**flow/flow/run.sh**
```bash
#!/bin/bash
# Standard layout, with plain buf_1 cells as the port buffers.
set -euo pipefail
export BUFFER_PORTS_ARGS="-buffer_cell sky130_fd_sc_hd__buf_1"
bash standard.sh > standard_flow.log 2>&1
```
**flow/standard.sh**
```bash
#!/bin/bash
# synth_recipe.tcl (not shown) runs the flow's synth.tcl, then flattens the netlist and writes it again
# the make line also repeats each setting of config.mk as NAME=value (left out here)
make -C /OpenROAD-flow-scripts/flow DESIGN_CONFIG=/design/flow/config.mk WORK_HOME=/design/flow/orfs CLKGATE_MAP_FILE= SYNTH_SCRIPT=/design/flow/synth_recipe.tcl "${@:-finish}"
```
**flow/config.mk**
```make
export PLATFORM = sky130hd
export DESIGN_NAME = ubc_codec
export DESIGN_NICKNAME = ubc_codec
export VERILOG_FILES = /design/flow/design.v
export SDC_FILE = /design/flow/constraint.sdc
export NUM_CORES = 4
export LEC_CHECK = 0
export ABC_AREA = 1
export CAP_MARGIN = 20
export CORE_MARGIN = 2
export CORE_UTILIZATION = 40
export CTS_BUF_LIST = sky130_fd_sc_hd__clkbuf_8
export CTS_CLUSTER_DIAMETER = 50
export CTS_CLUSTER_SIZE = 16
export SETUP_SLACK_MARGIN = 3.5
export SLEW_MARGIN = 20
```
**flow/constraint.sdc**
```tcl
create_clock -name core_clock -period 6.0 [get_ports {clk}]
set_input_delay 1.2000 -clock core_clock [delete_from_list [all_inputs] [get_ports {clk}]]
set_output_delay 1.2000 -clock core_clock [all_outputs]
set_load 0.01 [all_outputs]
```
**flow/design.v**
```verilog
module ubc_enc (
    input  wire        clk,
    input  wire        rst,
    input  wire        start,
    input  wire        in_valid,
    input  wire        in_end,
    input  wire [7:0]  in_data,
    output wire        in_ready,
    output wire        out_valid,
    output wire [20:0] out_data,
    input  wire        out_ready,
    output wire [1:0]  phase,
    output wire [31:0] in_count,
    output wire [31:0] out_count
);
    localparam [1:0] IDLE = 2'd0, BUSY = 2'd1, DONE = 2'd2;
    reg [1:0]  ph;
    reg        ending;        
    reg [1:0]  wcnt;          
    reg        tail;          
    reg        run;           
    reg        rfirst;        
    reg        rpend;         
    reg [7:0]  w0, w1;
    reg [11:0] rc;
    reg        ov;
    reg [15:0] od;
    reg        hv, he;        
    reg [7:0]  hd;
    reg        heq0, heq1;    
    reg        rdy;           
    reg [31:0] in_cnt, out_cnt;
    function [15:0] u8(input [7:0] b);
        u8 = {8'h04, b};
    endfunction
    function [15:0] u12(input [11:0] n);
        u12 = {8'h4E + {4'd0, n[11:8]}, n[7:0]};
    endfunction
    function [15:0] apack(input [7:0] a, input [7:0] b);
        apack = {8'h5E + {2'd0, a[6], b[6], a[5:2]}, a[1:0], b[5:0]};
    endfunction
    wire busy   = (ph == BUSY);
    wire oflow  = !ov || out_ready;                   
    wire take   = in_valid && in_ready;
    wire xv     = hv || take;                         
    wire xe     = hv ? he : in_end;
    wire [7:0] xd = hv ? hd : in_data;
    wire flush  = busy && ending && !hv && (wcnt != 2'd0 || rpend);
    wire go     = (xv || flush) && oflow;
    wire fend   = xe || flush;                        
    wire newtx  = start && !busy;
    assign in_ready  = rdy;
    assign out_valid = ov;
    assign out_data  = {5'd0, od};
    assign phase     = ph;
    assign in_count  = in_cnt;
    assign out_count = out_cnt;
    wire eq0    = hv ? heq0 : (in_data == w0);
    wire eq1    = hv ? heq1 : (in_data == w1);
    wire asc    = !w0[7] && !w1[7];
    wire full   = !run && !tail && wcnt == 2'd2;      
    wire runon  = eq0 && rc != 12'd4095;
    wire runst  = eq1 && w0 == w1;
    reg [15:0] s;
    always @(*) begin
        if (run)
            s = rfirst ? u8(w0) : u12(rc);
        else if (rpend)
            s = u12(12'd3);
        else if (tail)
            s = u12({w0[3:0], w1});
        else if (wcnt == 2'd2 && asc)
            s = apack(w0, w1);
        else if (wcnt == 2'd2 && !fend)
            s = u12({w0, w1[7:4]});
        else
            s = u8(w0);
    end
    reg        emit, n_run, n_first, n_pend, n_tail;
    reg [1:0]  n_wcnt;
    always @(*) begin
        n_first = 1'b0;
        n_pend  = 1'b0;
        if (fend) begin
            emit    = run || rpend || tail || wcnt != 2'd0;
            n_run   = 1'b0;
            n_pend  = run && rfirst;
            n_tail  = 1'b0;
            n_wcnt  = rpend ? wcnt : ((full && !asc) ? 2'd1 : 2'd0);
        end else if (run) begin
            emit    = rfirst || !runon;
            n_run   = runon;
            n_pend  = rfirst && !runon;
            n_tail  = 1'b0;
            n_wcnt  = 2'd1;
        end else if (tail) begin
            emit    = 1'b1;
            n_run   = 1'b0;
            n_tail  = 1'b0;
            n_wcnt  = 2'd1;
        end else if (wcnt != 2'd2) begin
            emit    = rpend;
            n_run   = 1'b0;
            n_tail  = 1'b0;
            n_wcnt  = wcnt + 2'd1;
        end else begin
            emit    = !runst;
            n_run   = runst;
            n_first = 1'b1;
            n_tail  = !runst && !asc;
            n_wcnt  = runst ? 2'd0 : (asc ? 2'd1 : 2'd2);
        end
    end
    wire       ov_n     = (ov && !out_ready) || (go && emit);
    wire       hv_n     = take ? !oflow : (hv && !oflow);
    wire       ending_n = ending || (take && in_end);
    wire       e_emit   = run || rpend || tail || wcnt != 2'd0;
    wire       fin_n    = go ? (fend && !e_emit)
                             : (ending && !hv && wcnt == 2'd0 && !rpend && !(ov && !out_ready));
    always @(posedge clk) begin
        if (rst) begin
            ph  <= IDLE;
            ov  <= 1'b0;
            hv  <= 1'b0;
            rdy <= 1'b0;
        end else if (newtx) begin
            rdy    <= 1'b1;
            ph     <= BUSY;
            ending <= 1'b0;
            wcnt   <= 2'd0;
            tail   <= 1'b0;
            run    <= 1'b0;
            rpend  <= 1'b0;
            hv     <= 1'b0;
            ov     <= 1'b0;
        end else begin
            ov     <= ov_n;
            hv     <= hv_n;
            ending <= ending_n;
            rdy    <= busy && !ending_n && !hv_n;
            if (busy && fin_n)
                ph <= DONE;
            if (go) begin
                run    <= n_run;
                rfirst <= n_first;
                rpend  <= n_pend;
                tail <= n_tail;
                wcnt <= n_wcnt;
            end
        end
    end
    always @(posedge clk) begin
        if (!hv) begin
            he   <= in_end;
            hd   <= in_data;
            heq0 <= (in_data == w0);
            heq1 <= (in_data == w1);
        end
        if (go) begin
            od <= s;
            w1 <= xd;
            if (full && !asc)
                w0 <= w1;
            else if (!fend && (wcnt != 2'd1 || run || tail))
                w0 <= xd;
            if (!fend)
                rc <= run ? rc + 12'd1 : 12'd3;
        end
    end
    reg inc_o, inc_i;
    always @(posedge clk) begin
        inc_o   <= go && emit && !newtx;
        inc_i   <= take && !in_end;
        in_cnt  <= newtx ? 32'd0 : in_cnt + {31'd0, inc_i};
        out_cnt <= newtx ? 32'd0 : out_cnt + {31'd0, inc_o};
    end
endmodule
module ubc_dec (
    input  wire        clk,
    input  wire        rst,
    input  wire        start,
    input  wire        mode,         
    input  wire        in_valid,
    input  wire        in_end,
    input  wire [20:0] in_data,
    output wire        in_ready,
    output wire        out_valid,
    output wire [7:0]  out_data,
    input  wire        out_ready,
    output wire [1:0]  phase,
    output wire [31:0] idx,
    output wire [31:0] out_count,
    output wire [1:0]  err_kind,
    output wire [31:0] err_idx,
    output wire [6:0]  err_sel
);
    localparam [1:0] IDLE = 2'd0, BUSY = 2'd1, DRAIN = 2'd2, DONE = 2'd3;
    localparam [1:0] C_OTHER = 2'd0, C_U8 = 2'd1, C_U12 = 2'd2, C_A = 2'd3;
    reg [1:0]  st;
    reg        rdy;          
    reg        cmode;
    reg        ending;       
    reg        fv, fe, flb;  
    reg [1:0]  fc;           
    reg [13:0] fp;           
    reg        pv;
    reg [1:0]  pc;           
    reg [31:0] pidx;         
    reg [11:0] P;            
    reg [11:0] S;            
    reg        em;           
    reg        isrun;        
    reg [1:0]  k;            
    reg        plast;        
    reg        addp;         
    reg [31:0] idx_r;
    reg [5:0]  ol0;          
    reg [5:0]  ol1;          
    reg [19:0] ohi;          
    reg        oc0, oc1;     
    reg [1:0]  kind;
    reg [2:0]  c1;
    wire hi0   = (in_data[20:16] == 5'd0);
    wire [6:0] t = in_data[15:9];
    wire is8   = hi0 && in_data[15:8] == 8'h04;
    wire is12  = hi0 && t >= 7'h27 && t <= 7'h2E;
    wire isA   = hi0 && t >= 7'h2F && t <= 7'h4E;
    wire isLB  = hi0 && (in_data[15:0] == 16'h000A || in_data[15:0] == 16'h000D);
    wire [4:0] dA = in_data[13:9] + 5'd17;      
    wire [1:0] cin = isA ? C_A : (is12 ? C_U12 : (is8 ? C_U8 : C_OTHER));
    wire [13:0] pin = {dA[4:3], isA ? dA[2:0] : in_data[11:9] + 3'd1, in_data[8:0]};
    reg dat_r;
    wire [31:0] idx_inc = idx_r + {31'd0, dat_r};
    wire act   = (st == BUSY);
    wire take  = in_valid && rdy;
    wire pgo   = fv && (!em || (out_ready && plast));  
    wire dat   = pgo && !fe && !flb && act;       
    wire lone  = pgo && fe && act && pv;          
    wire xfer  = em && out_ready;
    wire newtx = start && (st == IDLE || st == DONE);
    assign in_ready  = rdy;
    assign out_valid = em;
    assign out_data  = P[11:4];
    assign phase     = st;
    assign idx       = idx_r;
    assign out_count = {ohi, ol1, ol0};
    assign err_kind  = kind;
    assign err_idx   = pidx;
    assign err_sel   = {kind[0], c1, 1'b0, pc};
    wire pair_t3 = pc == C_U12 && fc == C_U12;
    wire pair_rn = pc == C_U8 && fc == C_U12;
    wire pair_p2 = pc == C_U8 && fc == C_U8;
    wire pair_ok = pair_t3 || pair_rn || pair_p2;
    wire tok     = dat && (pv ? pair_ok : fc == C_A) || lone && pc == C_U8;
    reg [1:0] st_n;
    reg       em_n;
    always @(*) begin
        st_n = st;
        em_n = em && !(xfer && plast);
        if (newtx) begin
            st_n = BUSY;
            em_n = 1'b0;
        end else if (st == IDLE || st == DONE) begin
        end else begin
            if (tok)
                em_n = !cmode && !(dat && pair_rn && fp[11:0] == 12'd0);
            if (dat && pv && !pair_ok)
                st_n = DRAIN;
            if (ending && !fv && !em && !addp && !oc0 && !oc1)
                st_n = DONE;
        end
    end
    wire ending_n = newtx ? 1'b0 : (ending || (take && in_end));
    wire fv_n     = newtx ? 1'b0 : (take || (fv && !pgo));
    always @(posedge clk) begin
        if (rst) begin
            st  <= IDLE;
            em  <= 1'b0;
            rdy <= 1'b0;
            fv  <= 1'b0;
        end else begin
            st  <= st_n;
            em  <= em_n;
            fv  <= fv_n;
            rdy <= (st_n == BUSY || st_n == DRAIN) && !ending_n && (!fv_n || !em_n);
        end
    end
    always @(posedge clk) begin
        if (!fv || pgo) begin
            fe  <= in_end;
            flb <= isLB;
            fc  <= cin;
            fp <= pin;
        end
        addp   <= tok && !newtx;
        ending <= ending_n;
        if (newtx) begin
            cmode <= mode;
            pv    <= 1'b0;
        end else if (dat) begin
            pv <= !pv && fc != C_A;
        end else if (lone) begin
            pv <= 1'b0;
        end
        if (newtx) begin
            kind <= 2'd0;
            c1   <= 3'd0;
        end else if (lone && pc != C_U8) begin
            kind <= 2'd2;
        end else if (dat && pv && !pair_ok) begin
            kind <= 2'd1;
            c1   <= (fc == C_A) ? {1'b1, fp[13:12]} : {1'b0, fc};
        end
        if (dat && !pv) begin
            pidx <= idx_inc;
            pc   <= fc;
        end else if (pgo && fe && act && !(pv && pc != C_U8)) begin
            pidx <= 32'd0;
            pc   <= 2'd0;
        end
        if (dat && !pv)
            P[11:4] <= (fc == C_A) ? {1'b0, fp[13], fp[11:6]} :
                       ((fc == C_U8) ? fp[7:0] : fp[11:4]);
        else if (xfer && !isrun)
            P[11:4] <= {P[3:0], S[11:8]};
        if (dat && (!pv || fc == C_U8))
            P[3:0] <= (fc == C_A) ? {1'b0, fp[12], fp[5:4]} :
                      ((fc == C_U8) ? (pv ? fp[7:4] : 4'd0) : fp[3:0]);
        else if (xfer && !isrun)
            P[3:0] <= S[7:4];
        if (pgo && act) begin
            S     <= fe ? 12'd1 : ((fc == C_U8 || fc == C_A) ? {fp[3:0], 8'd0} : fp[11:0]);
            isrun <= fe || pair_rn;
            k     <= (!fe && pv && pair_t3) ? 2'd2 : 2'd1;
            plast <= fe || (pair_rn && fp[11:0] == 12'd1);
        end else if (xfer) begin
            if (isrun)
                S <= S - 12'd1;
            else
                S <= {S[3:0], 8'd0};
            k     <= k - 2'd1;
            plast <= isrun ? (S == 12'd2) : (k == 2'd1);
        end
    end
    wire [11:0] amt = addp ? (isrun ? S : (k[1] ? 12'd3 : 12'd2)) : 12'd0;
    wire [6:0] s0 = {1'b0, ol0} + {1'b0, amt[5:0]};
    wire [6:0] s1 = {1'b0, ol1} + {1'b0, amt[11:6]} + {6'd0, oc0};
    always @(posedge clk) begin
        dat_r <= dat;
        idx_r <= newtx ? 32'd0 : idx_inc;
        ol0   <= newtx ? 6'd0 : s0[5:0];
        oc0   <= !newtx && s0[6];
        ol1   <= newtx ? 6'd0 : s1[5:0];
        oc1   <= !newtx && s1[6];
        ohi   <= newtx ? 20'd0 : ohi + {19'd0, oc1};
    end
endmodule
module ubc_codec (
    input  wire        clk,
    input  wire        rst,
    input  wire        enc_start,
    input  wire        enc_in_valid,
    input  wire        enc_in_end,
    input  wire [7:0]  enc_in_data,
    output wire        enc_in_ready,
    output wire        enc_out_valid,
    output wire [20:0] enc_out_data,
    input  wire        enc_out_ready,
    output wire [1:0]  enc_phase,
    output wire [31:0] enc_in_count,
    output wire [31:0] enc_out_count,
    input  wire        dec_start,
    input  wire        dec_mode,
    input  wire        dec_in_valid,
    input  wire        dec_in_end,
    input  wire [20:0] dec_in_data,
    output wire        dec_in_ready,
    output wire        dec_out_valid,
    output wire [7:0]  dec_out_data,
    input  wire        dec_out_ready,
    output wire [1:0]  dec_phase,
    output wire [31:0] dec_idx,
    output wire [31:0] dec_out_count,
    output wire [1:0]  dec_err_kind,
    output wire [31:0] dec_err_idx,
    output wire [6:0]  dec_err_sel
);
    ubc_enc u_enc (
        .clk       (clk),
        .rst       (rst),
        .start     (enc_start),
        .in_valid  (enc_in_valid),
        .in_end    (enc_in_end),
        .in_data   (enc_in_data),
        .in_ready  (enc_in_ready),
        .out_valid (enc_out_valid),
        .out_data  (enc_out_data),
        .out_ready (enc_out_ready),
        .phase     (enc_phase),
        .in_count  (enc_in_count),
        .out_count (enc_out_count)
    );
    ubc_dec u_dec (
        .clk       (clk),
        .rst       (rst),
        .start     (dec_start),
        .mode      (dec_mode),
        .in_valid  (dec_in_valid),
        .in_end    (dec_in_end),
        .in_data   (dec_in_data),
        .in_ready  (dec_in_ready),
        .out_valid (dec_out_valid),
        .out_data  (dec_out_data),
        .out_ready (dec_out_ready),
        .phase     (dec_phase),
        .idx       (dec_idx),
        .out_count (dec_out_count),
        .err_kind  (dec_err_kind),
        .err_idx   (dec_err_idx),
        .err_sel   (dec_err_sel)
    );
endmodule
```
==> flow_metrics.env, run 1 <==
export IMPL_synthToLayoutAreaGrowth_pct=17.0
export IMPL_synthFlopType="sky130_fd_sc_hd__dfxtp_1"
export IMPL_wp_buf_inv=1
export IMPL_clk_pin_slew_worst_setup_hold_paths_ps=90
export IMPL_slew_limit_headroom_pct=37.9
export IMPL_place_port_buffers=239
export IMPL_run_status="timing/DRC/antenna clean"
export IMPL_clk_buf_depth=3
export IMPL_synthMostInstantiatedCell="sky130_fd_sc_hd__nand2_1"
export IMPL_pin_count_of_the_biggest_net_entering_global_routing=43
export IMPL_grt_pass1_wl_um=63800
export IMPL_post_synth_instance_area_mm2=0.0144
export IMPL_rsz0062_at_grt="yes"
export IMPL_totalNegativeSetupSlack_ps=0
export IMPL_core_region_area_mm2=0.0355
export IMPL_aggregate_global_routing_overflow=0
export IMPL_cts_buf_count=36
export IMPL_yosysSeqAreaShare_pct=50.1
export IMPL_synth_avg_cell_area_um2=8.30
export IMPL_fin_ws_ps=3550
export IMPL_cts_htree_levels=2
export IMPL_totalWireLength_um=39900
export IMPL_grtUsageTotal_pct=21.0
export IMPL_worstPathCellList="buf_1"
export IMPL_die_width_um=194
export IMPL_design_final_nets=2072
export IMPL_synth_cell_type_count=62
export IMPL_drt_antenna_violating_nets=0
export IMPL_worst_ep_required_time_ps=4800
export IMPL_dr_pass1_iters=5
export IMPL_asyncSetResetFlopFracSynth_pct=0
export IMPL_max_cap_violations=0
export IMPL_placement_rows=69
export IMPL_hold_violations=0
export IMPL_ctsRootBufferMaster="sky130_fd_sc_hd__clkbuf_8"
export IMPL_slowest_stage="sky130_fd_sc_hd__dfxtp_1"
export IMPL_setup_worst_path_end_class="output pin"
export IMPL_worst_clock_skew_ps=44.0
export IMPL_place_gp_congestion=0.919
export IMPL_final_period_utilization_pct=40.9
export IMPL_critical_path_max_stage_delay_ps=440
export IMPL_max_slew_worst_pin_slew_ps=929
export IMPL_io_pin_count=246
export IMPL_viasPerCell=5.15
export IMPL_report_final_setup_viol=0
export IMPL_fin_crit_ps=2450
export IMPL_multi_input_gate_area_mm2=0.00616
export IMPL_ff_latch_area_mm2=0.00722
export IMPL_yosys_top_cells_count="sky130_fd_sc_hd__nand2_1, sky130_fd_sc_hd__inv_1, sky130_fd_sc_hd__nor2_1, sky130_fd_sc_hd__dfxtp_1"
export IMPL_yosys_top_cells_area="sky130_fd_sc_hd__edfxtp_1, sky130_fd_sc_hd__dfxtp_1, sky130_fd_sc_hd__nand2_1"
export IMPL_drc_errors=0
export IMPL_postLayoutCoreUtil_pct=47.5
export IMPL_worstHoldPathType="flop to flop"
export IMPL_maxSlewViolCount=0
export IMPL_power_ir_vdd_worst_v=0.000168
export IMPL_clkLatencyLatePin_ps=600
export IMPL_cts_tree="built"
export IMPL_initial_utilization_pct=40.5
export IMPL_vias=12800
export IMPL_power_per_cell_area_mw_per_mm2=237
export IMPL_drt_first_iter_violations=893
export IMPL_ys_warn_count=2
export IMPL_p_leak_nw=6.40
export IMPL_antenna_cells_inserted=0
export IMPL_pre_cts_slack_ps=2090
export IMPL_startpoint_type="flop"
export IMPL_register_bit_count_reported_by_yosys=294
export IMPL_cp_arrival_ps=1250
export IMPL_path_max_fanout=4
export IMPL_timing_critical_path_max_delay_family="flip-flops"
export IMPL_place_detailed_hpwl_um=29600
export IMPL_yosysTopAreaCellShare_pct=27.6
export IMPL_post_drt_wl_per_cell_um=16.1
export IMPL_floorplan_die_area_mm2=0.0375
export IMPL_synth_enable_flop_cells=132
export IMPL_first_global_vias=12000
export IMPL_layout_drive_gt1_share_pct=8.60
export IMPL_fillers=3530
export IMPL_netlist_top_cell_by_area="sky130_fd_sc_hd__edfxtp_1"
export IMPL_die_h_um=194
export IMPL_timing_setup_critical_path_class="flop to output pin"
export IMPL_max_clock_freq_mhz=407
export IMPL_clock_sinks=294
export IMPL_synth_cells=1734
export IMPL_grt_antenna_before_repair=0
[state kept, by name, summed over array words and instances (netlist names), 2 cells and up]
name,flops
u_dec.kind,2
u_dec.S,12
u_dec.k,2
u_dec.ol0,6
u_dec.pc,2
u_enc.out_cnt,32
u_enc.rc,12
u_dec.idx_r,32
u_enc.wcnt,2
u_enc.w1,8
u_dec.fp,14
u_enc.hd,8
u_dec.ohi,20
u_dec.fc,2
u_dec.ol1,6
u_dec.st,2
u_enc.od,16
u_dec.c1,3
u_dec.pidx,32
u_enc.ph,2
u_enc.w0,8
u_dec.P,12
u_enc.in_cnt,32
[routing by layer]
metal / global-route usage (%) / share of wire, % / up-vias
li1: - / - / 6345
met1: 28.5 / 44 / 5920
met2: 33.3 / 45 / 456
met3: 4.80 / 8.1 / 65
met4: 6.53 / 2.7 / 0
met5: 0 / 0 / -
[worst paths after layout]
| check | startpoint | to | slack, ps | cells past startpoint |
|---|---|---|---|---|
| setup / recovery | u_dec.idx_r[7] | dec_idx[7] | 3550 | 1 |
| hold reg to reg | u_enc.out_cnt[30] | u_enc.out_cnt[30] | 470 | 1 |
| setup reg to reg | u_dec.isrun | u_dec.oc0 | 3570 | 10 |
| hold / removal | u_enc.out_cnt[30] | u_enc.out_cnt[30] | 470 | 1 |
[report_power, final]
group | switching, mW | internal (mW)
sequential | 0.0329 | 2.13
clock | 0.845 | 0.706
combinational | 0.194 | 0.0833
[cell type report]
class                           instances  share of cell area (%)
Sequential cell                       294                    42.9
Tap cell                              461                    3.43
Timing Repair Buffer                  262                    6.69
Clock inverter                         26                    1.32
Inverter                              248                    5.69
Clock buffer                           40                    3.27
Multi-Input combinational cell       1150                    36.6
Timing Repair inverter                  3                   0.134
[placed cells by master, fill, tap and decap left out, types with 10 or more instances in the layout]
master and instances:
sky130_fd_sc_hd__a21oi_1 131, sky130_fd_sc_hd__a31oi_1 12, sky130_fd_sc_hd__buf_1 233, sky130_fd_sc_hd__buf_4 19, sky130_fd_sc_hd__clkbuf_8 40, sky130_fd_sc_hd__dfxtp_1 152, sky130_fd_sc_hd__dfxtp_2 10, sky130_fd_sc_hd__edfxtp_1 132
sky130_fd_sc_hd__ha_1 32, sky130_fd_sc_hd__inv_1 235, sky130_fd_sc_hd__inv_6 14, sky130_fd_sc_hd__nand2_1 285, sky130_fd_sc_hd__nand3_1 73, sky130_fd_sc_hd__nand4_1 33, sky130_fd_sc_hd__nor2_1 204, sky130_fd_sc_hd__nor2_2 10
sky130_fd_sc_hd__nor3_1 56, sky130_fd_sc_hd__nor4_1 10, sky130_fd_sc_hd__o21a_1 11, sky130_fd_sc_hd__o21ai_0 107, sky130_fd_sc_hd__o221ai_1 10, sky130_fd_sc_hd__o22ai_1 10, sky130_fd_sc_hd__or2_2 10, sky130_fd_sc_hd__xnor2_1 16
sky130_fd_sc_hd__xor2_1 38
[through the flow]
step | hold slack (ps) | std cells | power [mW] | cell area, um^2
floorplan | 434 | 1739 | 2.38 | 14500
global route | 496 | 2484 | 4.18 | 16800
global placement | 449 | 2396 | 2.48 | 15700
finish | 470 | 2484 | 4.00 | 16800
detailed placement | 452 | 2396 | 2.48 | 15700
CTS | 469 | 2467 | 4.05 | 16600
[repair_timing]
action                                  in CTS  in global routing
pin swaps                                    2                  7
endpoints found under the setup margin     113                 99
cloned                                       1                  3
hold buffers                                 0                  0
resized for setup                           20                 31
setup buffers                                4                 14
[cell families after synthesis]
logic type	after synthesis	synth area share, %
flip-flops	294	50.1
other	1	0.0261
adder cells (fa/ha/maj)	37	3.37
AND/OR/NAND/NOR	728	22.2
buffers and inverters	295	8.14
AO/OA/AOI/OAI	325	12.8
XOR/XNOR	54	3.29
Testbench counts, summed over its fixed seeds: cycles 35,192, items 65,871.
==> run 2, diff against run 1 <==
--- a/flow/config.mk
+++ b/flow/config.mk
@@ -5,12 +5,12 @@
 export SDC_FILE = /design/flow/constraint.sdc
 export NUM_CORES = 4
 export LEC_CHECK = 0
-export ABC_AREA = 1
+export ABC_CLOCK_PERIOD_IN_PS = 2800
 export CAP_MARGIN = 20
 export CORE_MARGIN = 2
 export CORE_UTILIZATION = 40
 export CTS_BUF_LIST = sky130_fd_sc_hd__clkbuf_8
 export CTS_CLUSTER_DIAMETER = 50
 export CTS_CLUSTER_SIZE = 16
-export SETUP_SLACK_MARGIN = 3.5
+export SETUP_SLACK_MARGIN = 3.4
 export SLEW_MARGIN = 20
==> run 2 against run 1 <==
Effect of this change: sequential share of layout area up 2.0 points; still clean; register-to-register slack lost 20 ps; wire length is 13% lower; largest power group unchanged; critical path depth rose by 6.
==> flow_metrics.env, run 2 <==
export IMPL_report_final_setup_viol=0
export IMPL_slew_limit_headroom_pct=32.9
export IMPL_yosys_top_cells_count="sky130_fd_sc_hd__nor2_1, sky130_fd_sc_hd__dfxtp_1, sky130_fd_sc_hd__edfxtp_1, sky130_fd_sc_hd__nand2_1, sky130_fd_sc_hd__xor2_1"
export IMPL_drt_antenna_violating_nets=0
export IMPL_register_bit_count_reported_by_yosys=294
export IMPL_seq_power_share_pct=55.0
export IMPL_pin_count_of_the_biggest_net_entering_global_routing=61
export IMPL_path_max_fanout=5
export IMPL_power_share_clock_pct=39.4
export IMPL_yosys_top_cells_area="sky130_fd_sc_hd__edfxtp_1, sky130_fd_sc_hd__dfxtp_1, sky130_fd_sc_hd__xor2_1"
export IMPL_place_port_buffers=239
export IMPL_run_status="timing/DRC/antenna clean"
export IMPL_worstHoldPathType="flop to flop"
export IMPL_dr_pass1_iters=5
export IMPL_clock_sinks=294
export IMPL_vias=10800
export IMPL_yosysSeqAreaShare_pct=51.7
export IMPL_drt_first_iter_violations=626
export IMPL_final_period_utilization_pct=41.0
export IMPL_power_ir_vdd_worst_v=0.000156
export IMPL_power_per_cell_area_mw_per_mm2=246
export IMPL_design_final_nets=1700
export IMPL_synthToLayoutAreaGrowth_pct=15.3
export IMPL_ff_latch_area_mm2=0.00721
export IMPL_ctsRootBufferMaster="sky130_fd_sc_hd__clkbuf_8"
export IMPL_layout_common_cells="sky130_fd_sc_hd__buf_1, sky130_fd_sc_hd__nor2_1, sky130_fd_sc_hd__dfxtp_1"
export IMPL_critical_path_max_stage_delay_ps=500
export IMPL_synth_enable_flop_cells=132
export IMPL_die_width_um=191
export IMPL_max_cap_violations=0
export IMPL_die_h_um=191
export IMPL_min_delay_path_depth=2
export IMPL_grt_pass1_wl_um=55700
export IMPL_drc_errors=0
export IMPL_max_slew_worst_pin_slew_ps=1000
export IMPL_grt_antenna_before_repair=3
export IMPL_stdcell_count=2105
export IMPL_layout_drive_gt1_share_pct=7.76
export IMPL_ff2ff_path_depth=5
export IMPL_synthMostInstantiatedCell="sky130_fd_sc_hd__nor2_1"
export IMPL_clk_pin_slew_worst_setup_hold_paths_ps=80
export IMPL_comb_power_share_pct=5.5
export IMPL_internal_power_mw=2.90
export IMPL_setup_worst_path_end_class="flop"
export IMPL_first_global_vias=10500
export IMPL_aggregate_global_routing_overflow=0
export IMPL_totalNegativeSetupSlack_ps=0
export IMPL_cp_arrival_ps=2930
export IMPL_switching_share_pct=26.6
export IMPL_startpoint_type="input port"
export IMPL_clk_buf_depth=3
export IMPL_synth_cells=1397
export IMPL_maxSlewViolCount=0
export IMPL_place_gp_congestion=0.845
export IMPL_core_region_area_mm2=0.0345
export IMPL_totalWireLength_um=34700
export IMPL_initial_utilization_pct=40.5
export IMPL_hold_violations=0
export IMPL_rsz0062_at_grt="no"
export IMPL_place_detailed_instances=2030
export IMPL_synthFlopType="sky130_fd_sc_hd__dfxtp_1"
export IMPL_timing_setup_critical_path_class="input port to flop"
export IMPL_netlist_top_cell_by_area="sky130_fd_sc_hd__edfxtp_1"
export IMPL_placement_rows=68
export IMPL_p_leak_nw=5.76
export IMPL_viasPerCell=5.15
export IMPL_io_pin_count=246
export IMPL_floorplan_die_area_mm2=0.0364
export IMPL_grtUsageTotal_pct=19.0
export IMPL_max_clock_freq_mhz=407
export IMPL_cts_tree="built"
export IMPL_worst_ep_required_time_ps=6470
export IMPL_fillers=3326
export IMPL_cts_buf_count=37
export IMPL_asyncSetResetFlopFracSynth_pct=0
export IMPL_slowest_stage="sky130_fd_sc_hd__or4b_1"
export IMPL_most_frequent_standard_cell_in_the_layout_excluding_fill_and_tap_cells="sky130_fd_sc_hd__buf_1"
export IMPL_synth_avg_cell_area_um2=9.98
export IMPL_clkLatencyLatePin_ps=550
export IMPL_ys_warn_count=2
export IMPL_worst_clock_skew_ps=32.5
export IMPL_fin_crit_ps=2460
export IMPL_synth_cell_type_count=65
export IMPL_worstPathCellList="buf_1 -> a21boi_4 -> or4_4 -> or4b_1 -> a31oi_1 -> o221ai_1 -> a21oi_1"
export IMPL_post_drt_wl_per_cell_um=16.5
export IMPL_multi_input_gate_area_mm2=0.00635
export IMPL_cts_htree_levels=2
export IMPL_place_detailed_hpwl_um=25100
export IMPL_yosysTopAreaCellShare_pct=28.4
export IMPL_post_synth_instance_area_mm2=0.0139
export IMPL_power_net_switching_mw=1.05
-- run 2: changes by cell type after synthesis, moves of 14 or more --
cell,delta
sky130_fd_sc_hd__mux2_2,+23
sky130_fd_sc_hd__nand2_1,-189
sky130_fd_sc_hd__and3_1,+22
sky130_fd_sc_hd__a21oi_1,-89
sky130_fd_sc_hd__nor2b_1,+19
sky130_fd_sc_hd__and2_1,+25
sky130_fd_sc_hd__inv_1,-199
sky130_fd_sc_hd__xor2_1,+50
sky130_fd_sc_hd__xnor2_1,+54
sky130_fd_sc_hd__o21ai_0,-66
sky130_fd_sc_hd__nor3_1,-14
sky130_fd_sc_hd__mux2i_1,+23
sky130_fd_sc_hd__clkbuf_1,+27
-- run 2: final timing paths --
check,startpoint,to,slack [ps]
worst max-delay path,dec_out_ready,u_dec.rdy,3540
worst min-delay path,u_dec.c1[0],u_dec.c1[0],460
worst max register to register,u_enc.rpend,u_enc.rc[1],3550
worst min register to register,u_dec.c1[0],u_dec.c1[0],460
-- run 2: through the flow --
stage	total power, mW	utilization, %	setup slack (ps)	area, um^2	hold WS (ps)
floorplan	2.35	-	3320	14000	419
global placement	2.43	44.0	2890	15200	448
detailed placement	2.43	44.0	2840	15200	451
CTS	3.99	46.4	3280	16000	465
global route	4.11	46.6	3400	16100	472
finish	3.95	46.7	3540	16100	461
-- run 2: logic make-up (layout without fill, tap and decap cells) --
family,count (synthesis),in the layout,share of synthesized area (%)
other cells,1,7,0.0269
compound gates,160,160,7.40
simple gates,590,590,20.6
xor+xnor,158,158,9.93
flops,294,294,51.7
mux,46,46,3.51
fa+ha+maj,37,37,3.48
buf+inv,111,358,3.40
-- run 2: final cells by class --
| type | instances | share of cell area [%] |
|---|---|---|
| Sequential cell | 294 | 44.8 |
| Clock buffer | 41 | 3.51 |
| Timing Repair inverter | 1 | 0.0467 |
| Multi-Input combinational cell | 997 | 39.5 |
| Timing Repair Buffer | 252 | 6.19 |
| Clock inverter | 24 | 1.38 |
| Antenna cell | 1 | 0.0156 |
| Inverter | 40 | 0.957 |
| Tap cell | 455 | 3.54 |
-- run 2: power groups by stage --
stage	Clock [mW]	Sequential (mW)	Combinational, mW
floorplan	0	2.20	0.150
global placement	0	2.22	0.211
detailed placement	0	2.22	0.214
CTS	1.61	2.17	0.217
global route	1.69	2.18	0.245
finish	1.56	2.17	0.218
-- run 2: timing repair --
item,in CTS,in global routing
endpoints found under the hold margin,0,0
resized for setup,3,8
buffers inserted,1,7
setup endpoints to repair,19,46
gates cloned,1,0
hold buffers,0,0
-- run 2: worst max-delay path: cells and delay by family --
kind,cells,cell delay (ps)
buffers and inverters,1,150
AND/OR/NAND/NOR,2,960
AO/OA/AOI/OAI,4,620
-- run 2: routing by layer --
layer	GRT usage, %	share of wire [%]
met5	0	0.086
met4	4.65	1.8
met3	5.78	8.8
met2	30.4	45
met1	25.0	45
==> run 3, diff against run 2 <==
--- a/flow/config.mk
+++ b/flow/config.mk
@@ -5,7 +5,7 @@
 export SDC_FILE = /design/flow/constraint.sdc
 export NUM_CORES = 4
 export LEC_CHECK = 0
-export ABC_CLOCK_PERIOD_IN_PS = 2800
+export ABC_CLOCK_PERIOD_IN_PS = 2500
 export CAP_MARGIN = 20
 export CORE_MARGIN = 2
 export CORE_UTILIZATION = 40
==> run 3 against run 2 <==
Effect of this change: still clean on timing, DRC and antenna; flip-flop and latch count unchanged; sequential share of layout area unchanged; worst hold slack unchanged; first-iteration DRC count unchanged; global-route usage unchanged; cell count unchanged; clock skew unchanged; wire length unchanged.
==> flow_metrics.env, run 3 <==
export IMPL_grt_pass1_wl_um=55700
export IMPL_power_share_clock_pct=39.4
export IMPL_fin_crit_ps=2460
export IMPL_startpoint_type="input port"
export IMPL_hold_buffers=0
export IMPL_max_clock_freq_mhz=407
export IMPL_place_gp_congestion=0.845
export IMPL_layout_drive_gt1_share_pct=7.76
export IMPL_power_ir_vdd_worst_v=0.000156
export IMPL_clock_sinks=294
export IMPL_switching_share_pct=26.6
export IMPL_clk_pin_slew_worst_setup_hold_paths_ps=80
export IMPL_vias=10800
export IMPL_place_port_buffers=239
export IMPL_timing_setup_critical_path_class="input port to flop"
export IMPL_route_layer_met1_wl_um=15400
export IMPL_synth_compound_area_share_pct=7.40
export IMPL_wl_met2_um=15500
export IMPL_stdcell_count=2105
export IMPL_ys_warn_count=2
export IMPL_register_bit_count_reported_by_yosys=294
export IMPL_die_h_um=191
export IMPL_synthMuxAreaShare_pct=3.51
export IMPL_worst_ep_required_time_ps=6470
export IMPL_hold_violations=0
export IMPL_die_width_um=191
export IMPL_pre_cts_slack_ps=2840
export IMPL_floorplan_die_area_mm2=0.0364
export IMPL_aggregate_global_routing_overflow=0
export IMPL_max_cap_violations=0
export IMPL_worstHoldPathType="flop to flop"
export IMPL_worst_clock_skew_ps=32.5
export IMPL_place_detailed_instances=2030
export IMPL_io_pin_count=246
export IMPL_layout_common_cells="sky130_fd_sc_hd__buf_1, sky130_fd_sc_hd__nor2_1, sky130_fd_sc_hd__dfxtp_1"
export IMPL_post_synth_instance_area_mm2=0.0139
export IMPL_setup_worst_path_end_class="flop"
export IMPL_xor_xnor_share_of_the_synthesized_area_pct=9.93
export IMPL_holdWs_ps=461
export IMPL_asyncSetResetFlopFracSynth_pct=0
export IMPL_placement_rows=68
export IMPL_totalWireLength_um=34700
export IMPL_design_final_nets=1700
export IMPL_synth_cell_type_count=65
export IMPL_drt_first_iter_violations=626
export IMPL_power_per_cell_area_mw_per_mm2=246
export IMPL_dominant_combinational_cell_family_by_area_after_synthesis="simple AND/OR/NAND/NOR gates"
export IMPL_pin_count_of_the_biggest_net_entering_global_routing=61
export IMPL_yosysTopAreaCellShare_pct=28.4
export IMPL_synth_cells=1397
export IMPL_synthFlopType="sky130_fd_sc_hd__dfxtp_1"
export IMPL_p_leak_nw=5.76
export IMPL_synthToLayoutAreaGrowth_pct=15.3
export IMPL_netlist_top_cell_by_area="sky130_fd_sc_hd__edfxtp_1"
export IMPL_synthMostInstantiatedCell="sky130_fd_sc_hd__nor2_1"
export IMPL_rsz0062_at_grt="no"
export IMPL_report_final_setup_viol=0
export IMPL_final_period_utilization_pct=41.0
export IMPL_clkLatencyLatePin_ps=550
export IMPL_maxSlewViolCount=0
export IMPL_slew_limit_headroom_pct=32.9
export IMPL_synth_avg_cell_area_um2=9.98
export IMPL_synth_enable_flop_cells=132
export IMPL_place_detailed_hpwl_um=25100
export IMPL_path_max_fanout=5
export IMPL_cts_htree_levels=2
export IMPL_ctsRootBufferMaster="sky130_fd_sc_hd__clkbuf_8"
export IMPL_post_synth_and_or_nand_nor_area_fraction_pct=20.6
export IMPL_yosys_top_cells_area="sky130_fd_sc_hd__edfxtp_1, sky130_fd_sc_hd__dfxtp_1, sky130_fd_sc_hd__xor2_1"
export IMPL_cts_buf_count=37
export IMPL_drc_errors=0
export IMPL_grt_antenna_before_repair=3
export IMPL_post_drt_wl_per_cell_um=16.5
export IMPL_seq_power_share_pct=55.0
export IMPL_met3_routed_length_um=3060
export IMPL_yosysSeqAreaShare_pct=51.7
export IMPL_synth_fa_ha_area_share_pct=3.48
export IMPL_initial_utilization_pct=40.5
export IMPL_grtUsageTotal_pct=19.0
export IMPL_most_frequent_standard_cell_in_the_layout_excluding_fill_and_tap_cells="sky130_fd_sc_hd__buf_1"
export IMPL_topRoutingLayerUsed="met5"
export IMPL_viasPerCell=5.15
export IMPL_core_region_area_mm2=0.0345
export IMPL_comb_power_share_pct=5.5
export IMPL_first_global_vias=10500
export IMPL_drt_antenna_violating_nets=0
export IMPL_clk_buf_depth=3
export IMPL_cp_arrival_ps=2930
export IMPL_run_status="timing/DRC/antenna clean"
export IMPL_dr_pass1_iters=5
export IMPL_power_net_switching_mw=1.05
export IMPL_cts_tree="built"
export IMPL_yosys_top_cells_count="sky130_fd_sc_hd__nor2_1, sky130_fd_sc_hd__dfxtp_1, sky130_fd_sc_hd__edfxtp_1, sky130_fd_sc_hd__nand2_1, sky130_fd_sc_hd__xor2_1"
export IMPL_totalNegativeSetupSlack_ps=0
export IMPL_max_slew_worst_pin_slew_ps=1000
export IMPL_report_power_total_mw=3.95
export IMPL_fin_ws_ps=3540
export IMPL_internal_power_mw=2.90
==> run 3: layout make-up <==
class / instances / area (um^2)
Clock inverter: 24 / 221
Timing Repair inverter: 1 / 7.51
Tap cell: 455 / 569
Timing Repair Buffer: 252 / 995
Antenna cell: 1 / 2.50
Sequential cell: 294 / 7210
Multi-Input combinational cell: 997 / 6350
Inverter: 40 / 154
Clock buffer: 41 / 564
Fill cell: 3326 / 18400
==> run 3: cells by family after synthesis <==
family                     Yosys count
other                                1
buffers and inverters              111
AOI/OAI and AO/OA                  160
xor gates and xnor gates           158
muxes                               46
DFF                                294
and+or+nand+nor                    590
adders and majority gates           37
==> run 3: critical path: stages <==
cell and delay, ps:
sky130_fd_sc_hd__buf_1 150, sky130_fd_sc_hd__a21boi_4 90, sky130_fd_sc_hd__or4_4 460, sky130_fd_sc_hd__or4b_1 500
sky130_fd_sc_hd__a31oi_1 250, sky130_fd_sc_hd__o221ai_1 140, sky130_fd_sc_hd__a21oi_1 140
==> run 3: repair_timing <==
item	4_1_cts	5_1_grt
buffers inserted	1	7
resized for setup	3	8
cloned	1	0
endpoints found under the setup margin	19	46
pin swaps	0	0
==> run 3: path summary, 6_finish.rpt <==
check,start,endpoint,slack (ps),cells past startpoint
worst max-delay path,dec_out_ready,u_dec.rdy,3540,7
worst min-delay path,u_dec.c1[0],u_dec.c1[0],460,2
worst max register to register,u_enc.rpend,u_enc.rc[1],3550,5
worst min register to register,u_dec.c1[0],u_dec.c1[0],460,2
==> run 3: layer usage <==
metal	vias to the layer above	track usage, %
met5	-	0
met2	373	30.4
met4	4	4.65
li1	5322	-
met3	53	5.78
met1	5088	25.0
==> run 3: metrics by stage <==
stage | util, % | area (um^2)
2_1_floorplan | - | 14000
3_3_place_gp | 44.0 | 15200
3_5_place_dp | 44.0 | 15200
4_1_cts | 46.4 | 16000
5_1_grt | 46.6 | 16100
6_report | 46.7 | 16100
==> run 3: power groups by stage <==
stage | clock, mW | combinational (mW) | sequential [mW]
after global routing | 1.69 | 0.245 | 2.18
after floorplan | 0 | 0.150 | 2.20
after CTS | 1.61 | 0.217 | 2.17
final | 1.56 | 0.218 | 2.17
after global placement | 0 | 0.211 | 2.22
after detailed placement | 0 | 0.214 | 2.22
==> run 4, diff against run 3 <==
--- a/flow/config.mk
+++ b/flow/config.mk
@@ -8,9 +8,10 @@
 export ABC_CLOCK_PERIOD_IN_PS = 2500
 export CAP_MARGIN = 20
 export CORE_MARGIN = 2
-export CORE_UTILIZATION = 40
+export CORE_UTILIZATION = 55
 export CTS_BUF_LIST = sky130_fd_sc_hd__clkbuf_8
 export CTS_CLUSTER_DIAMETER = 50
 export CTS_CLUSTER_SIZE = 16
+export PLACE_DENSITY = 0.7
 export SETUP_SLACK_MARGIN = 3.4
 export SLEW_MARGIN = 20
==> run 4 against run 3 <==
Effect of this change: flip-flop and latch count is the same; total power down 4.4%; die area fell by 27%; utilization increased by 16 points; via count shrank 0.48%; sequential power about the same; first-iteration DRC count rose by 23%; wire length shrank 9.4%; largest cell class unchanged.
==> flow_metrics.env, run 4 <==
export IMPL_run_status="timing/DRC/antenna clean"
export IMPL_ctsRootBufferMaster="sky130_fd_sc_hd__clkbuf_8"
export IMPL_floorplan_die_area_mm2=0.0266
export IMPL_worst_clock_skew_ps=28.4
export IMPL_grtUsageTotal_pct=22.9
export IMPL_drt_antenna_violating_nets=0
export IMPL_max_slew_worst_pin_slew_ps=989
export IMPL_initial_utilization_pct=55.7
export IMPL_io_pin_count=246
export IMPL_hold_buffers=0
export IMPL_p_leak_nw=5.68
export IMPL_die_h_um=163
export IMPL_post_drt_wl_per_cell_um=16.0
export IMPL_synthToLayoutAreaGrowth_pct=13.1
export IMPL_hold_violations=0
export IMPL_cts_buf_count=31
export IMPL_layout_common_cells="sky130_fd_sc_hd__buf_1, sky130_fd_sc_hd__nor2_1, sky130_fd_sc_hd__dfxtp_1"
export IMPL_synth_cell_type_count=65
export IMPL_totalWireLength_um=31500
export IMPL_synthFlopType="sky130_fd_sc_hd__dfxtp_1"
export IMPL_yosysSeqAreaShare_pct=51.7
export IMPL_synth_cells=1397
export IMPL_place_port_buffers=239
export IMPL_yosys_top_cells_area="sky130_fd_sc_hd__edfxtp_1, sky130_fd_sc_hd__dfxtp_1, sky130_fd_sc_hd__xor2_1"
export IMPL_endpoint="u_dec.pidx[28]"
export IMPL_cts_htree_levels=1
export IMPL_max_cap_violations=0
export IMPL_pin_count_of_the_biggest_net_entering_global_routing=60
export IMPL_synthMostInstantiatedCell="sky130_fd_sc_hd__nor2_1"
export IMPL_startpoint_type="flop"
export IMPL_clk_pin_slew_worst_setup_hold_paths_ps=90
export IMPL_maxSlewViolCount=0
export IMPL_synth_enable_flop_cells=132
export IMPL_setup_worst_path_end_class="flop"
export IMPL_ys_warn_count=2
export IMPL_path_max_fanout=4
export IMPL_grt_pass1_wl_um=49900
export IMPL_power_per_cell_area_mw_per_mm2=239
export IMPL_place_gp_congestion=0.881
export IMPL_post_synth_instance_area_mm2=0.0139
export IMPL_slew_limit_headroom_pct=33.9
export IMPL_design_final_nets=1693
export IMPL_report_final_setup_viol=0
export IMPL_cts_tree="built"
export IMPL_clkLatencyLatePin_ps=590
export IMPL_yosys_top_cells_count="sky130_fd_sc_hd__nor2_1, sky130_fd_sc_hd__dfxtp_1, sky130_fd_sc_hd__edfxtp_1, sky130_fd_sc_hd__nand2_1, sky130_fd_sc_hd__xor2_1"
export IMPL_power_ir_vdd_worst_v=0.000192
export IMPL_placement_rows=58
export IMPL_clk_buf_depth=3
export IMPL_most_frequent_standard_cell_in_the_layout_excluding_fill_and_tap_cells="sky130_fd_sc_hd__buf_1"
export IMPL_die_width_um=163
export IMPL_layout_drive_gt1_share_pct=6.95
export IMPL_cp_arrival_ps=2830
export IMPL_final_period_utilization_pct=41.7
export IMPL_place_detailed_hpwl_um=22700
export IMPL_worstHoldPathType="flop to flop"
export IMPL_drt_first_iter_violations=767
export IMPL_synth_avg_cell_area_um2=9.98
export IMPL_clock_sinks=294
export IMPL_vias=10800
export IMPL_yosysTopAreaCellShare_pct=28.4
export IMPL_aggregate_global_routing_overflow=0
export IMPL_finish_instance_area_mm2=0.0158
export IMPL_core_region_area_mm2=0.0250
export IMPL_antenna_cells_inserted=0
export IMPL_detailed_place_area_mm2=0.0150
export IMPL_netlist_top_cell_by_area="sky130_fd_sc_hd__edfxtp_1"
export IMPL_crit_start="u_dec.dat_r"
export IMPL_dr_pass1_iters=6
export IMPL_worst_ep_required_time_ps=6330
export IMPL_rsz0062_at_grt="no"
export IMPL_regToRegSetupSlack_ps=3500
export IMPL_fin_crit_ps=2500
export IMPL_holdWs_ps=468
export IMPL_max_clock_freq_mhz=400
export IMPL_regToRegEndpoint="u_dec.pidx[28]"
export IMPL_ff2ff_path_depth=8
export IMPL_grt_antenna_before_repair=1
export IMPL_drc_errors=0
export IMPL_register_bit_count_reported_by_yosys=294
export IMPL_totalNegativeSetupSlack_ps=0
export IMPL_asyncSetResetFlopFracSynth_pct=0
export IMPL_first_global_vias=10000
export IMPL_rr_startpoint="u_dec.dat_r"
export IMPL_viasPerCell=5.48
export IMPL_timing_setup_critical_path_class="flop to flop"
==> run 4: stage by stage <==
step / cells / power [mW] / setup slack, ps / utilization, %
6_report: 1970 / 3.77 / 3500 / 63.0
5_1_grt: 1970 / 3.92 / 3420 / 63.0
4_1_cts: 1964 / 3.81 / 3300 / 62.7
3_5_place_dp: 1904 / 2.43 / 2860 / 60.0
3_3_place_gp: 1904 / 2.42 / 2900 / 60.0
2_1_floorplan: 1402 / 2.35 / 3320 / -
==> run 4: worst min-delay path by stage <==
stage                        to        start  slack [ps]  cells after the start
detailed placement  u_dec.c1[1]  u_dec.c1[1]         460                      2
floorplan            u_enc.heq0   u_enc.heq0         420                      2
finish              u_dec.c1[0]  u_dec.c1[0]         470                      2
CTS                 u_dec.c1[1]  u_dec.c1[1]         470                      2
global placement    u_dec.c1[0]  u_dec.c1[0]         440                      2
global route        u_dec.c1[0]  u_dec.c1[0]         490                      2
==> run 4: cell families (layout without fill, tap and decap cells) <==
family,count (synthesis),after routing,share of synthesized area (%)
AOI/OAI and AO/OA,160,160,7.40
xor gates and xnor gates,158,158,9.93
adders and majority gates,37,37,3.48
buffers and inverters,111,349,3.40
DFF,294,294,51.7
muxes,46,46,3.51
other,1,6,0.0269
and+or+nand+nor,590,590,20.6
==> run 4: where the power goes <==
| group | switching, mW | internal [mW] | leakage, nW |
|---|---|---|---|
| registers | 0.0426 | 2.13 | 2.60 |
| logic | 0.138 | 0.0771 | 2.74 |
| clock network | 0.774 | 0.612 | 0.337 |
| total | 0.955 | 2.82 | 5.68 |
==> run 4: final cells by class <==
class,instances,area (um^2)
flip-flops and latches,294,7210
multi-input cells,997,6330
fillers,2171,9270
repair buffers,251,987
clock inverters,26,240
clock buffers,31,427
well taps,330,413
repair inverters,1,7.51
inverters,40,154
==> run 4: layer usage <==
metal | routed length, um | track usage (%) | vias up
met4 | 769 | 7.16 | 2
met1 | 13800 | 30.1 | 5063
met2 | 14600 | 38.1 | 359
met5 | 13 | 0 | -
li1 | - | - | 5313
met3 | 2280 | 4.82 | 51
==> run 4: timing repair <==
item                       4_1_cts  5_1_grt
pin swaps                        0        0
gates cloned                     1        0
setup buffers                    2        6
gates resized for setup          0        6
setup endpoints to repair       17       39
==> run 4: worst max-delay path, stage by stage, from the launching register on <==
cell and delay, ps:
sky130_fd_sc_hd__dfxtp_1 400, sky130_fd_sc_hd__ha_1 190, sky130_fd_sc_hd__ha_1 210, sky130_fd_sc_hd__nand2_1 140
sky130_fd_sc_hd__or3_4 450, sky130_fd_sc_hd__or3_4 430, sky130_fd_sc_hd__nor3_1 190, sky130_fd_sc_hd__xnor2_1 180
sky130_fd_sc_hd__nor2_1 60
==> run 5, diff against run 4 <==
--- a/flow/design.v
+++ b/flow/design.v
@@ -159,12 +159,9 @@
         if (go) begin
             od <= s;
             w1 <= xd;
-            if (full && !asc)
-                w0 <= w1;
-            else if (!fend && (wcnt != 2'd1 || run || tail))
-                w0 <= xd;
-            if (!fend)
-                rc <= run ? rc + 12'd1 : 12'd3;
+            if (wcnt != 2'd1 || run || tail)
+                w0 <= (full && !asc) ? w1 : xd;
+            rc <= run ? rc + 12'd1 : 12'd3;
         end
     end
     reg inc_o, inc_i;
@@ -251,27 +248,18 @@
     wire pair_rn = pc == C_U8 && fc == C_U12;
     wire pair_p2 = pc == C_U8 && fc == C_U8;
     wire pair_ok = pair_t3 || pair_rn || pair_p2;
-    wire tok     = dat && (pv ? pair_ok : fc == C_A) || lone && pc == C_U8;
-    reg [1:0] st_n;
-    reg       em_n;
-    always @(*) begin
-        st_n = st;
-        em_n = em && !(xfer && plast);
-        if (newtx) begin
-            st_n = BUSY;
-            em_n = 1'b0;
-        end else if (st == IDLE || st == DONE) begin
-        end else begin
-            if (tok)
-                em_n = !cmode && !(dat && pair_rn && fp[11:0] == 12'd0);
-            if (dat && pv && !pair_ok)
-                st_n = DRAIN;
-            if (ending && !fv && !em && !addp && !oc0 && !oc1)
-                st_n = DONE;
-        end
-    end
-    wire ending_n = newtx ? 1'b0 : (ending || (take && in_end));
-    wire fv_n     = newtx ? 1'b0 : (take || (fv && !pgo));
+    wire f_dat = act && !fe && !flb;
+    wire f_tok = f_dat && (pv ? pair_ok : fc == C_A) || act && fe && pv && pc == C_U8;
+    wire f_em  = !cmode && f_tok && !(f_dat && pair_rn && fp[11:0] == 12'd0);
+    wire f_err = f_dat && pv && !pair_ok;
+    wire tok   = pgo && f_tok;
+    wire fin   = ending && !fv && !em && !addp && !oc0 && !oc1;
+    wire       busy_n   = newtx || ((st == BUSY || st == DRAIN) && !fin);
+    wire [1:0] st_n     = newtx ? BUSY : ((st == BUSY || st == DRAIN) ?
+                          (fin ? DONE : ((pgo && f_err) ? DRAIN : st)) : st);
+    wire       em_n     = !newtx && (pgo ? f_em : (em && !(out_ready && plast)));
+    wire       ending_n = newtx ? 1'b0 : (ending || (take && in_end));
+    wire       fv_n     = newtx ? 1'b0 : (take || (fv && !pgo));
     always @(posedge clk) begin
         if (rst) begin
             st  <= IDLE;
@@ -282,7 +270,7 @@
             st  <= st_n;
             em  <= em_n;
             fv  <= fv_n;
-            rdy <= (st_n == BUSY || st_n == DRAIN) && !ending_n && (!fv_n || !em_n);
+            rdy <= busy_n && !ending_n && (!fv_n || !em_n);
         end
     end
     always @(posedge clk) begin
--- a/flow/config.mk
+++ b/flow/config.mk
@@ -8,10 +8,9 @@
 export ABC_CLOCK_PERIOD_IN_PS = 2500
 export CAP_MARGIN = 20
 export CORE_MARGIN = 2
-export CORE_UTILIZATION = 55
+export CORE_UTILIZATION = 40
 export CTS_BUF_LIST = sky130_fd_sc_hd__clkbuf_8
 export CTS_CLUSTER_DIAMETER = 50
 export CTS_CLUSTER_SIZE = 16
-export PLACE_DENSITY = 0.7
 export SETUP_SLACK_MARGIN = 3.4
 export SLEW_MARGIN = 20
==> run 5 against run 4 <==
Effect of this change: clock-buffer cell count rose by 5; non-clock buffer count grew 8; critical endpoint is now u_dec.pidx[25]; still clean; sequential power hardly changed; clock power up 22%.
==> flow_metrics.env, run 5 <==
export IMPL_run_status="timing/DRC/antenna clean"
export IMPL_holdWs_ps=455
export IMPL_post_synth_instance_area_mm2=0.0140
export IMPL_startpoint_type="input port"
export IMPL_wp_buf_inv=4
export IMPL_drt_first_iter_violations=625
export IMPL_final_period_utilization_pct=42.5
export IMPL_layout_drive_gt1_share_pct=8.24
export IMPL_pin_count_of_the_biggest_net_entering_global_routing=63
export IMPL_post_synth_and_or_nand_nor_area_fraction_pct=20.5
export IMPL_synth_compound_area_share_pct=8.29
export IMPL_multi_input_gate_area_mm2=0.00642
export IMPL_synth_cell_type_count=77
export IMPL_grtUsageTotal_pct=18.8
export IMPL_hold_buffers=0
export IMPL_worstHoldPathType="flop to flop"
export IMPL_ff_latch_area_mm2=0.00721
export IMPL_worst_clock_skew_ps=24.8
export IMPL_core_region_area_mm2=0.0345
export IMPL_initial_utilization_pct=40.6
export IMPL_power_per_cell_area_mw_per_mm2=253
export IMPL_stdcell_count=2105
export IMPL_report_final_setup_viol=0
export IMPL_placement_rows=68
export IMPL_synth_cells=1394
export IMPL_max_slew_worst_pin_slew_ps=841
export IMPL_totalWireLength_um=35100
export IMPL_place_detailed_hpwl_um=24800
export IMPL_grt_pass1_wl_um=54700
export IMPL_setup_worst_path_end_class="flop"
export IMPL_floorplan_die_area_mm2=0.0366
export IMPL_yosys_top_cells_count="sky130_fd_sc_hd__nor2_1, sky130_fd_sc_hd__dfxtp_1, sky130_fd_sc_hd__edfxtp_1, sky130_fd_sc_hd__nand2_1, sky130_fd_sc_hd__xor2_1"
export IMPL_worst_ep_required_time_ps=6260
export IMPL_aggregate_global_routing_overflow=0
export IMPL_io_pin_count=246
export IMPL_synthMostInstantiatedCell="sky130_fd_sc_hd__nor2_1"
export IMPL_synth_fa_ha_area_share_pct=3.46
export IMPL_synthFlopType="sky130_fd_sc_hd__dfxtp_1"
export IMPL_die_h_um=191
export IMPL_worstPathCellList="buf_1 -> a21boi_4 -> nor2b_1 -> nand2_1 -> inv_2 -> nand3_1 -> o21ai_4 -> buf_12 -> buf_16"
export IMPL_vias=10900
export IMPL_viasPerCell=5.19
export IMPL_slew_limit_headroom_pct=43.7
export IMPL_synthToLayoutAreaGrowth_pct=16.5
export IMPL_cts_tree="built"
export IMPL_design_final_nets=1700
export IMPL_p_leak_nw=5.95
export IMPL_rsz0062_at_grt="yes"
export IMPL_max_cap_violations=0
export IMPL_die_width_um=191
export IMPL_dr_pass1_iters=7
export IMPL_timing_setup_critical_path_class="input port to flop"
export IMPL_place_gp_congestion=0.890
export IMPL_drt_antenna_violating_nets=0
export IMPL_cts_htree_levels=2
export IMPL_fin_crit_ps=2550
export IMPL_slowest_stage="sky130_fd_sc_hd__inv_2"
export IMPL_xor_xnor_share_of_the_synthesized_area_pct=9.12
export IMPL_ctsRootBufferMaster="sky130_fd_sc_hd__clkbuf_8"
export IMPL_dominant_combinational_cell_family_by_area_after_synthesis="simple AND/OR/NAND/NOR gates"
export IMPL_clock_sinks=294
export IMPL_yosys_top_cells_area="sky130_fd_sc_hd__edfxtp_1, sky130_fd_sc_hd__dfxtp_1, sky130_fd_sc_hd__nor2_1"
export IMPL_synth_avg_cell_area_um2=10.1
export IMPL_yosysTopAreaCellShare_pct=28.3
export IMPL_clk_buf_depth=3
export IMPL_first_global_vias=10200
export IMPL_power_ir_vdd_worst_v=0.000190
export IMPL_timing_critical_path_max_delay_family="buffers and inverters"
export IMPL_register_bit_count_reported_by_yosys=294
export IMPL_post_drt_wl_per_cell_um=16.7
export IMPL_yosysSeqAreaShare_pct=51.4
export IMPL_drc_errors=0
export IMPL_maxSlewViolCount=0
export IMPL_ys_warn_count=2
export IMPL_clkLatencyLatePin_ps=570
export IMPL_cp_arrival_ps=2810
export IMPL_max_clock_freq_mhz=392
export IMPL_clk_pin_slew_worst_setup_hold_paths_ps=80
export IMPL_critical_path_max_stage_delay_ps=290
export IMPL_antenna_cells_inserted=0
export IMPL_synthMuxAreaShare_pct=3.56
export IMPL_fillers=3362
export IMPL_place_detailed_instances=2024
export IMPL_place_port_buffers=239
export IMPL_synth_enable_flop_cells=132
export IMPL_grt_antenna_before_repair=0
export IMPL_asyncSetResetFlopFracSynth_pct=0
export IMPL_cts_buf_count=35
export IMPL_netlist_top_cell_by_area="sky130_fd_sc_hd__edfxtp_1"
export IMPL_most_frequent_standard_cell_in_the_layout_excluding_fill_and_tap_cells="sky130_fd_sc_hd__buf_1"
export IMPL_totalNegativeSetupSlack_ps=0
export IMPL_path_max_fanout=17
export IMPL_postLayoutCoreUtil_pct=47.3
export IMPL_layout_common_cells="sky130_fd_sc_hd__buf_1, sky130_fd_sc_hd__nor2_1, sky130_fd_sc_hd__dfxtp_1"
export IMPL_hold_violations=0
run 5: cell count changes in the layout (fill, tap and decap cells not counted), sizes merged, moves of 7 or more:
cell,change
or3,+8
and4,+7
buf,+8
nand3,-19
o21ai,+11
and3,+9
a21oi,+26
nand2,-11
nor3,-10
xnor2,-7
run 5: repair_timing:
item / CTS / global route
endpoints found under the setup margin: 130 / 56
pin swaps: 2 / 0
resized for setup: 4 / 4
gates cloned: 1 / 0
endpoints found under the hold margin: 0 / 0
setup buffers: 9 / 7
run 5: routing by layer:
metal | vias up | wire (um) | track usage [%]
li1 | 5350 | - | -
met1 | 5185 | 16300 | 26.0
met2 | 312 | 15300 | 28.7
met3 | 68 | 2400 | 4.08
met4 | 0 | 1110 | 6.89
met5 | - | 0 | 0
run 5: logic make-up (layout without fill, tap and decap cells):
family / Yosys count / after routing
and+or+nand+nor: 564 / 564
DFF: 294 / 294
AOI/OAI and AO/OA: 191 / 191
xor gates and xnor gates: 146 / 146
buffers and inverters: 114 / 365
muxes: 47 / 47
adders and majority gates: 37 / 37
other: 1 / 6
run 5: per-stage QoR:
step	total power, mW	setup WS [ps]	cell area, um^2
final	4.13	3450	16300
after global routing	4.30	3370	16300
after CTS	4.18	3400	16300
after detailed placement	2.47	2490	15300
after global placement	2.47	2380	15200
after floorplan	2.39	3250	14100
run 5: path summary, 6_finish.rpt:
path	start	end	slack, ps	cells past startpoint
worst max-delay path	dec_out_ready	u_dec.pidx[25]	3450	9
worst min-delay path	u_enc.heq1	u_enc.heq1	460	2
worst max register to register	u_dec.fe	u_dec.pidx[25]	3500	8
worst min register to register	u_enc.heq1	u_enc.heq1	460	2
run 5: cell type report:
class                   count  share of cell area (%)
flip-flops and latches    294                    44.1
multi-input cells         991                    39.3
inverters                  41                   0.965
clock inverters            28                    2.21
well taps                 455                    3.48
repair buffers            259                    6.86
clock buffers              36                    3.03
repair inverters            1                  0.0460
run 5: worst register-to-register path, cell delays in order (launching register included):
cell and delay (ps):
sky130_fd_sc_hd__edfxtp_1 630, sky130_fd_sc_hd__or3b_1 530, sky130_fd_sc_hd__nor3b_4 260, sky130_fd_sc_hd__buf_12 160, sky130_fd_sc_hd__buf_12 110, sky130_fd_sc_hd__a21oi_4 40, sky130_fd_sc_hd__o21ai_4 160, sky130_fd_sc_hd__buf_12 150
sky130_fd_sc_hd__buf_16 160
run 5: where the power goes:
| group | internal, mW | switching [mW] |
|---|---|---|
| clock network | 0.864 | 0.835 |
| registers | 2.14 | 0.0515 |
| logic | 0.0887 | 0.154 |
==> run 6, diff against run 5 <==
--- a/flow/design.v
+++ b/flow/design.v
@@ -299,10 +299,10 @@
             kind <= 2'd1;
             c1   <= (fc == C_A) ? {1'b1, fp[13:12]} : {1'b0, fc};
         end
-        if (dat && !pv) begin
+        if (fv && f_dat && !pv) begin
             pidx <= idx_inc;
             pc   <= fc;
-        end else if (pgo && fe && act && !(pv && pc != C_U8)) begin
+        end else if (fv && fe && act && !(pv && pc != C_U8)) begin
             pidx <= 32'd0;
             pc   <= 2'd0;
         end
==> run 6 against run 5 <==
Effect of this change: wire length up 1.8%; clock skew hardly changed; cell count up 0.43%; sequential power barely moved; critical endpoint is now u_dec.S[2]; clock power is 11% lower; utilization shrank 0.60 points; non-clock buffer count is 4 lower; critical path depth down 3; final area fell by 1.5%; synthesized area shrank 0.65%; via count down 0.27%; clock-buffer cell count up 4.
==> flow_metrics.env, run 6 <==
export IMPL_cp_depth=6
export IMPL_hold_violations=0
export IMPL_synth_enable_flop_cells=132
export IMPL_timing_setup_critical_path_class="input port to flop"
export IMPL_yosysSeqAreaShare_pct=51.7
export IMPL_drc_errors=0
export IMPL_ctsRootBufferMaster="sky130_fd_sc_hd__clkbuf_8"
export IMPL_report_final_setup_viol=0
export IMPL_clk_buf_depth=3
export IMPL_wp_buf_inv=1
export IMPL_synth_avg_cell_area_um2=9.95
export IMPL_cts_buf_count=39
export IMPL_pin_count_of_the_biggest_net_entering_global_routing=68
export IMPL_vias=10900
export IMPL_fin_ws_ps=3550
export IMPL_groute_layer_met2_usage_pct=31.3
export IMPL_run_status="timing/DRC/antenna clean"
export IMPL_rr_startpoint="u_dec.isrun"
export IMPL_clkLatencyLatePin_ps=550
export IMPL_pre_cts_slack_ps=2790
export IMPL_synthMostInstantiatedCell="sky130_fd_sc_hd__nor2_1"
export IMPL_yosys_top_cells_area="sky130_fd_sc_hd__edfxtp_1, sky130_fd_sc_hd__dfxtp_1, sky130_fd_sc_hd__nor2_1"
export IMPL_placement_rows=68
export IMPL_grtUsageMet3_pct=4.91
export IMPL_cts_htree_levels=2
export IMPL_clk_pin_slew_worst_setup_hold_paths_ps=80
export IMPL_first_global_vias=10500
export IMPL_dr_pass1_iters=5
export IMPL_min_delay_path_depth=2
export IMPL_most_frequent_standard_cell_in_the_layout_excluding_fill_and_tap_cells="sky130_fd_sc_hd__buf_1"
export IMPL_totalWireLength_um=35700
export IMPL_startpoint_type="input port"
export IMPL_max_slew_worst_pin_slew_ps=880
export IMPL_max_cap_violations=0
export IMPL_grtUsageTotal_pct=19.1
export IMPL_yosys_top_cells_count="sky130_fd_sc_hd__nor2_1, sky130_fd_sc_hd__dfxtp_1, sky130_fd_sc_hd__edfxtp_1, sky130_fd_sc_hd__nand2_1, sky130_fd_sc_hd__xor2_1"
export IMPL_worstHoldPathType="flop to flop"
export IMPL_yosysTopAreaCellShare_pct=28.4
export IMPL_netlist_top_cell_by_area="sky130_fd_sc_hd__edfxtp_1"
export IMPL_rsz0062_at_grt="no"
export IMPL_die_h_um=191
export IMPL_place_gp_congestion=0.872
export IMPL_totalNegativeSetupSlack_ps=0
export IMPL_register_bit_count_reported_by_yosys=294
export IMPL_final_period_utilization_pct=40.8
export IMPL_layout_drive_gt1_share_pct=8.14
export IMPL_regToRegSetupSlack_ps=3630
export IMPL_initial_utilization_pct=40.4
export IMPL_holdCritStartpoint="u_dec.c1[0]"
export IMPL_slowest_stage="sky130_fd_sc_hd__nor3_1"
export IMPL_worst_clock_skew_ps=24.6
export IMPL_setup_worst_path_end_class="flop"
export IMPL_path_max_fanout=19
export IMPL_cts_tree="built"
export IMPL_postLayoutCoreUtil_pct=46.7
export IMPL_synthFlopType="sky130_fd_sc_hd__dfxtp_1"
export IMPL_layout_common_cells="sky130_fd_sc_hd__buf_1, sky130_fd_sc_hd__nor2_1, sky130_fd_sc_hd__dfxtp_1"
export IMPL_worstPathCellList="buf_1 -> a21boi_2 -> or2_2 -> nor3_1 -> nand2_1 -> o21ai_0"
export IMPL_drt_antenna_violating_nets=0
export IMPL_floorplan_die_area_mm2=0.0363
export IMPL_max_clock_freq_mhz=409
export IMPL_core_region_area_mm2=0.0345
export IMPL_post_drt_wl_per_cell_um=16.9
export IMPL_p_leak_nw=5.86
export IMPL_timing_critical_path_max_delay_family="simple AND/OR/NAND/NOR gates"
export IMPL_antenna_cells_inserted=0
export IMPL_synthToLayoutAreaGrowth_pct=15.5
export IMPL_die_width_um=191
export IMPL_design_final_nets=1707
export IMPL_viasPerCell=5.15
export IMPL_top_usage_layer="met2"
==> run 6: changes by cell type after synthesis, sizes merged, moves of 6 or more <==
cell / previous run / this run
nand2b: 7 / 13
and2: 27 / 33
a21oi: 69 / 61
buf: 37 / 28
a21o: 6 / 12
and3: 33 / 26
o21ai: 54 / 44
mux2i: 24 / 14
clkbuf: 36 / 44
nand3: 48 / 69
or3: 21 / 8
xnor2: 63 / 71
==> run 6: final timing paths <==
| check | end |
|---|---|
| setup / recovery | u_dec.S[2] |
| hold / removal | u_dec.c1[0] |
| setup reg to reg | u_dec.oc1 |
| hold reg to reg | u_dec.c1[0] |
==> run 6: timing repair <==
| item | CTS | global route |
|---|---|---|
| endpoints found under the setup margin | 8 | 61 |
| hold buffers | 0 | 0 |
| resized for setup | 2 | 10 |
| setup buffers | 0 | 11 |
| gates cloned | 1 | 0 |
| endpoints found under the hold margin | 0 | 0 |
==> run 6: layer usage <==
metal	wire, um	vias up
met1	15700	5147
met3	2360	63
met5	0	-
met2	16800	304
met4	940	0
li1	-	5371
==> run 6: kinds of logic after synthesis <==
| family | Yosys count | share of synthesized area (%) |
|---|---|---|
| AND/OR/NAND/NOR | 582 | 20.6 |
| flip-flops | 294 | 51.7 |
| AO/OA/AOI/OAI | 182 | 8.04 |
| XOR/XNOR | 157 | 9.87 |
| buffers and inverters | 110 | 3.40 |
| adder cells (fa/ha/maj) | 37 | 3.48 |
| multiplexers | 37 | 2.86 |
| other | 1 | 0.0269 |
==> run 6: area by class of cell <==
class,count,area [um^2],area share [%]
flip-flops and latches,294,7210,44.8
multi-input cells,1001,6350,39.5
repair buffers,255,1040,6.45
well taps,455,569,3.54
clock buffers,40,551,3.42
clock inverters,30,224,1.39
inverters,38,146,0.910
repair inverters,1,7.51,0.0467
==> run 6: metrics by stage <==
step / power [mW] / cells / instance area [um^2]
after floorplan: 2.39 / 1405 / 14000
after global placement: 2.47 / 2031 / 15200
after detailed placement: 2.48 / 2031 / 15200
after CTS: 4.01 / 2102 / 16000
after global routing: 4.11 / 2114 / 16100
final: 3.96 / 2114 / 16100
==> run 6: report_power, final <==
group | switching (mW) | total [mW] | internal, mW
clock network | 0.847 | 1.52 | 0.670
registers | 0.0539 | 2.19 | 2.14
logic | 0.157 | 0.248 | 0.0907
==> run 6: worst register-to-register path, stage by stage (launching register included) <==
cell	delay [ps]
sky130_fd_sc_hd__edfxtp_1	550
sky130_fd_sc_hd__and3_1	230
sky130_fd_sc_hd__fa_1	410
sky130_fd_sc_hd__fa_1	410
sky130_fd_sc_hd__a21oi_1	140
sky130_fd_sc_hd__nor2_1	70
sky130_fd_sc_hd__o21a_1	180
sky130_fd_sc_hd__o21ai_0	140
sky130_fd_sc_hd__a21oi_1	80
Testbench counts of run 6, summed over its fixed seeds: cycles 35,192, items 65,871.
